Background: an optimization exercise with open tools, aiming at small area. Do not read the settings as production practice. RTL that was checked went through simulation tests only; none was proved equivalent to the original. Power and IR drop assume default switching activity.

==> xenon: inputs <==
Design usbh_chan_ctl, start of the top module:
module usbh_chan_ctl (
    input  wire        clk,
    input  wire        rst,
    input  wire        cmd_valid,
    input  wire [63:0] cmd_word,
    output wire        ready,
    output reg         rsp_valid,
    output reg  [4:0]  rsp_code,
    output reg  [31:0] rsp_data,
    output reg  [31:0] rsp_aux,
    input  wire        pev_valid,
    input  wire [3:0]  pev_kind,
    input  wire [2:0]  pev_ch,
    input  wire [9:0]  pev_count,
    input  wire        pev_dtog,
    input  wire        pev_flag,
    input  wire [2:0]  bd_ch,
    output wire [31:0] bd_txbd,
    output wire [31:0] bd_rxbd,
    output wire        irq,
    output wire [4:0]  fault
);
Settings: LEC_CHECK=0, CAP_MARGIN=20, CORE_MARGIN=2, CORE_UTILIZATION=40, SLEW_MARGIN=20; clock period 10.0 ns.
run.sh (not shown) runs the stock make flow with config.mk's settings and CLKGATE_MAP_FILE= SYNTH_SCRIPT=/design/flow/synth_recipe.tcl, a recipe that flattens the netlist after the stock synthesis.
==> inputs of willow, as changes to xenon <==
--- a/flow/design.v
+++ b/flow/design.v
@@ -47,18 +47,17 @@
     localparam E_CRX  = 71;    
     localparam E_ETX  = 72;    
     localparam E_ERX  = 73;    
     localparam E_IUI  = 74;    
     localparam E_IUO  = 75;    
-    localparam E_TAG  = 76;    
-    localparam E_HTI  = 77;    
-    localparam E_HTO  = 78;    
-    localparam EW     = 79;
+    localparam E_HTI  = 76;    
+    localparam E_HTO  = 77;    
+    localparam EW     = 78;
     reg [EW*8-1:0] ring;
     reg [2:0]  cnt;           
     reg        scrub;         
-    reg        gen;
+    reg        clr;           
     reg        nolow;         
     reg [9:0]  free4;         
     reg        istr_dcon;
     reg        istr_err;
     reg        istr_pmaovr;
@@ -71,13 +70,12 @@
     wire        t_ctr   = t[E_CRX] | t[E_CTX];
     wire [2:0]  t_ea    = {3{t[E_INIT]}} & cnt;
     wire [31:0] cur     = {5'd0, t[E_ERX], t[E_ETX], 2'd0, t[E_DEV +: 7],
                            t[E_CRX], t[E_DRX], t[E_SRX +: 2], 1'b0, t[E_TYPE +: 2], 1'b0,
                            t[E_CTX], t[E_DTX], t[E_STX +: 2], 1'b0, t_ea};
-    wire        t_fresh = (t[E_TAG] == gen);
-    wire        t_iui   = t[E_IUI] & t_fresh;
-    wire        t_iuo   = t[E_IUO] & t_fresh;
+    wire        t_iui   = t[E_IUI] & !clr;
+    wire        t_iuo   = t[E_IUO] & !clr;
     reg         ctr_any;
     always @* begin
         ctr_any = 1'b0;
         for (s = 0; s < 8; s = s + 1)
             if ((!scrub || (s + cnt >= 8)) && (ring[EW*s + E_CRX] || ring[EW*s + E_CTX]))
@@ -123,32 +121,38 @@
     wire op_irq    = (f_op == 8'h40);
     wire op_claim  = (f_op == 8'h60);
     wire op_reconf = (f_op == 8'h61);
     wire op_drop   = (f_op == 8'h62);
     wire op_crw    = op_setst | op_clrctr | op_clrerr | op_init | op_touch;
-    reg dec_ok;
-    always @* begin
-        case (f_op)
-            8'h01, 8'h11:       dec_ok = (cw[55:16] == 40'd0);
-            8'h02, 8'h40, 8'h52: dec_ok = (cw[55:0] == 56'd0);
-            8'h10:              dec_ok = (cw[55:43] == 13'd0) && (cw[31:0] == 32'd0);
-            8'h12, 8'h13:       dec_ok = (cw[52:43] == 10'd0);
-            8'h14, 8'h30,
-            8'h36, 8'h51:       dec_ok = (cw[52:0] == 53'd0);
-            8'h20, 8'h31:       dec_ok = (cw[55:32] == 24'd0);
-            8'h21:              dec_ok = (cw[55:43] == 13'd0);
-            8'h32:              dec_ok = (cw[51:2] == 50'd0);
-            8'h33, 8'h34:       dec_ok = (cw[52:2] == 51'd0);
-            8'h35:              dec_ok = (cw[52] == 1'b0) && (cw[42:0] == 43'd0);
-            8'h50:              dec_ok = (cw[52] == 1'b1) && (cw[51:32] == 20'd0);
-            8'h53:              dec_ok = (cw[55:1] == 55'd0);
-            8'h60:              dec_ok = (cw[31:0] == 32'd0);
-            8'h61:              dec_ok = (cw[55:50] == 6'd0) && (cw[31:0] == 32'd0);
-            8'h62:              dec_ok = (cw[51:0] == 52'd0);
-            default:            dec_ok = 1'b0;
-        endcase
-    end
+    wire zc  = (cw[55:53] == 3'd0);
+    wire zd  = !cw[52];
+    wire ze  = (cw[51:50] == 2'd0);
+    wire zv  = (cw[49:43] == 7'd0);
+    wire zl  = (cw[42:32] == 11'd0);
+    wire zo  = (cw[31:16] == 16'd0);
+    wire zm  = (cw[15:2] == 14'd0);
+    wire z1  = !cw[1];
+    wire z0  = !cw[0];
+    wire zdv = zd & ze & zv;             
+    wire zm2 = zo & zm;                  
+    wire za  = zm2 & z1 & z0;            
+    wire dec_ok =
+          ((op_alloc | op_dec) & zc & zdv & zl & zo)
+        | ((op_pmrst | op_irq | (f_op == 8'h52)) & zc & zdv & zl & za)
+        | (op_enc & zc & zdv & za)
+        | ((op_progrx | op_progtx) & zdv)
+        | ((op_rxlen | op_crrd | op_touch | (f_op == 8'h51)) & zdv & zl & za)
+        | (((f_op == 8'h20) | op_canon) & zc & zdv & zl)
+        | ((f_op == 8'h21) & zc & zdv)
+        | (op_setst & ze & zv & zl & zm2)
+        | ((op_clrctr | op_clrerr) & zdv & zl & zm2)
+        | (op_init & zd & zl & za)
+        | ((f_op == 8'h50) & !zd & ze & zv & zl)
+        | ((f_op == 8'h53) & zc & zdv & zl & zm2 & z1)
+        | (op_claim & za)
+        | (op_reconf & zc & zd & ze & za)
+        | (op_drop & ze & zv & zl & za);
     wire need_ch  = op_progrx | op_progtx | op_rxlen | op_crrd | op_crw | op_claim | op_drop;
     wire need_0   = op_pmrst | op_reconf;
     wire cmd_wait = (need_ch & (f_ch != cnt)) | (need_0 & (cnt != 3'd0)) |
                     (op_irq & ctr_any & !(t_ctr & nolow));
     wire pev_wait = (pev_ch != cnt);
@@ -216,11 +220,10 @@
         if (flt)                                      code = R_HALTED;
     end
     wire ok = (code == R_OK);
     wire is_fault_code = code[4] & !code[3];
     wire pm_clear = run & (op_pmrst | op_reconf);
-    wire gen_next = gen ^ pm_clear;
     wire rx_en = connected & t[E_SRX + 1];
     wire tx_en = connected & t[E_STX + 1];
     reg [31:0] cr_w;
     reg [31:0] cr_new;
     always @* begin
@@ -265,11 +268,10 @@
         if (op_reconf) claim_type = 2'b01;
     end
     reg [EW-1:0] ne;
     always @* begin
         ne = t;
-        ne[E_TAG] = gen_next;
         ne[E_IUI] = t_iui & !pm_clear;
         ne[E_IUO] = t_iuo & !pm_clear;
         if (acc_pev) begin
             case (pev_kind)
                 4'd0: if (rx_en) begin
@@ -361,50 +363,43 @@
     reg  [7:0]  ch_hot;
     always @* begin
         ch_hot = 8'd0;
         ch_hot[cnt] = 1'b1;
     end
-    reg [31:0] d_data;
-    reg [31:0] d_aux;
-    always @* begin
-        d_data = 32'd0;
-        d_aux  = 32'd0;
-        if (op_alloc)  d_data = {4'd0, free4, 2'd0, 5'd0, f_rlen[10:0]};
-        if (op_enc)    d_data = {16'd0, enc6, 10'd0};
-        if (op_dec)    d_data = {21'd0, dec_val};
-        if (op_rxlen)  d_data = {22'd0, t[E_MLC +: 10]};
-        if (op_crrd)   d_data = cur;
-        if (op_canon)  d_data = (f_arg & 32'hF9FF_0F0F) | 32'h0600_8080;
-        if (op_crw) begin
-            d_data = cr_w;
-            d_aux  = cr_new;
-        end
-        if (op_irq) begin
-            d_data = istr_val;
-            d_aux  = {15'd0, istr_dcon,
-                      ch_hot & {8{ctr_any & t[E_CRX]}},
-                      ch_hot & {8{ctr_any & t[E_CTX]}}};
-        end
-        if (op_claim)  d_data = {4'd0, free4, 2'd0, 5'd0, (f_dir ? size_in : size_out), 2'd0};
-        if (op_reconf) begin
-            d_data = {16'd64, 5'd0, size_in, 2'd0};
-            d_aux  = {4'd0, free1, 2'd0, 5'd0, size_out, 2'd0};
-        end
-        if (!ok) begin
-            d_data = 32'd0;
-            d_aux  = 32'd0;
-        end
-    end
+    wire s_alloc  = op_alloc  & ok;
+    wire s_claim  = op_claim  & ok;
+    wire s_reconf = op_reconf & ok;
+    wire s_crw    = op_crw    & ok;
+    wire s_irq    = op_irq    & ok;
+    wire [8:0] size_sel = (op_reconf | f_dir) ? size_in : size_out;
+    wire [31:0] d_data =
+          ({32{s_alloc | s_claim}}     & {4'd0, free4, 18'd0})
+        | ({32{s_alloc}}               & {21'd0, f_rlen[10:0]})
+        | ({32{s_claim | s_reconf}}    & {21'd0, size_sel, 2'd0})
+        | ({32{s_reconf}}              & 32'h0040_0000)
+        | ({32{op_enc & ok}}           & {16'd0, enc6, 10'd0})
+        | ({32{op_dec & ok}}           & {21'd0, dec_val})
+        | ({32{op_rxlen & ok}}         & {22'd0, t[E_MLC +: 10]})
+        | ({32{op_crrd & ok}}          & cur)
+        | ({32{op_canon & ok}}         & ((f_arg & 32'hF9FF_0F0F) | 32'h0600_8080))
+        | ({32{s_crw}}                 & cr_w)
+        | ({32{s_irq}}                 & istr_val);
+    wire [31:0] d_aux =
+          ({32{s_crw}}                 & cr_new)
+        | ({32{s_irq}}                 & {15'd0, istr_dcon,
+                                          ch_hot & {8{ctr_any & t[E_CRX]}},
+                                          ch_hot & {8{ctr_any & t[E_CTX]}}})
+        | ({32{s_reconf}}              & {4'd0, free1, 2'd0, 5'd0, size_out, 2'd0});
     always @(posedge clk) begin
         ring     <= {ne, ring[EW*8-1:EW]};
         rsp_code <= code;
         rsp_data <= d_data;
         rsp_aux  <= d_aux;
         if (rst) begin
             cnt         <= 3'd0;
             scrub       <= 1'b1;
-            gen         <= 1'b0;
+            clr         <= 1'b0;
             nolow       <= 1'b1;
             free4       <= 10'd16;
             istr_dcon   <= 1'b0;
             istr_err    <= 1'b0;
             istr_pmaovr <= 1'b0;
@@ -414,11 +409,11 @@
             flt_lo      <= 3'd0;
             rsp_valid   <= 1'b0;
         end else begin
             cnt       <= cnt + 3'd1;
             if (cnt == 3'd7) scrub <= 1'b0;
-            gen       <= gen_next;
+            clr       <= pm_clear | (clr & (cnt != 3'd7));
             nolow     <= (cnt == 3'd7) | (nolow & !(ne[E_CRX] | ne[E_CTX]));
             rsp_valid <= acc_cmd;
             if (acc_pev) begin
                 case (pev_kind)
                     4'd6: if (rx_en) begin istr_err <= 1'b1; err_ch <= cnt; end
==> flow/flow/run.sh (new file) <==
#!/bin/bash
# Standard layout (the standard.sh, standard synthesis) with two changes:
# the port buffers use the smallest buffer cell, and the clock tree is built
# from clkbuf_4 without dummy loads. Each step's full log stays under
# orfs/logs/; make's own output goes to flow_make.log here.
set -euo pipefail
bash standard.sh \
  "BUFFER_PORTS_ARGS=-buffer_cell sky130_fd_sc_hd__buf_1" \
  "CTS_ARGS=-sink_clustering_enable -repair_clock_nets -buf_list sky130_fd_sc_hd__clkbuf_4 -dont_use_dummy_load" \
  finish > flow_make.log 2>&1
==> flow/standard.sh (new file) <==
#!/bin/bash
# synth_recipe.tcl (not shown) runs the flow's synth.tcl, then flattens the netlist and writes it again
# the make line also repeats each setting of config.mk as NAME=value (left out here)
make -C /OpenROAD-flow-scripts/flow DESIGN_CONFIG=/design/flow/config.mk WORK_HOME=/design/flow/orfs CLKGATE_MAP_FILE= SYNTH_SCRIPT=/design/flow/synth_recipe.tcl "${@:-finish}"
removed: flow/run.sh
==> comparison table <==
quantity	willow	xenon
Clock group	1.80 mW	2.91 mW
Result of the run	no timing/DRC/antenna violations	no timing/DRC/antenna violations
Internal power	3.745 mW	4.739 mW
Worst hold start	ring[233]	ring[392]
Topmost layer with routed signal wires	met5	met4
Total met2 wirelength after detailed routing	41010 um	41560 um
Share of the synthesized area in the top cell type	57.67%	58.97%
Peak clock frequency supported by timing	114.4 MHz	112.7 MHz
Critical Path Source	cmd_word[33]	cmd_word[39]
Clock buffer count in the final layout	178	97
Comb group	0.313 mW	0.329 mW
Overall power	4.978 mW	6.129 mW
Crit-path max cell delay	0.77 ns	0.73 ns
Fraction of standard cell area in multi-input logic	34.70%	30.69%
HPWL reported at the end of detailed placement	65970 um	66000 um
Fill cells	5978	5541
Global placer's final weighted congestion	1.091	0.9675
For willow, only the layout was checked, not whether the RTL still works.

[separate check: timing with driven ports]
The results above use ideal ports. As a check the final layouts listed here were re-extracted and re-timed, cells and wires unchanged. Step 1 assumes that a clkbuf_16 drives the clock port and a buf_2 every other input. Step 2 also shifts input and output timing later by t, the mid clock arrival at the registers, as if the neighbouring blocks saw the same clock. Three values: no drivers, after step 1, after step 2; two values: the first two.
| run | t (ns) | setup WS [ns] | worst setup path at the end | clock arrival spread, ns |
|---|---|---|---|---|
| xenon | 0.673 | 1.127 / 1.155 / 0.482 | input to register | 0.029 / 0.029 |
| willow | 1.014 | 1.256 / 1.250 / 0.235 | input to register | 0.107 / 0.107 |
After both steps every run listed still meets setup and hold. For willow, which loses most, drivers alone change the setup slack by -0.006 ns; drivers and shift together by -1.021 ns.
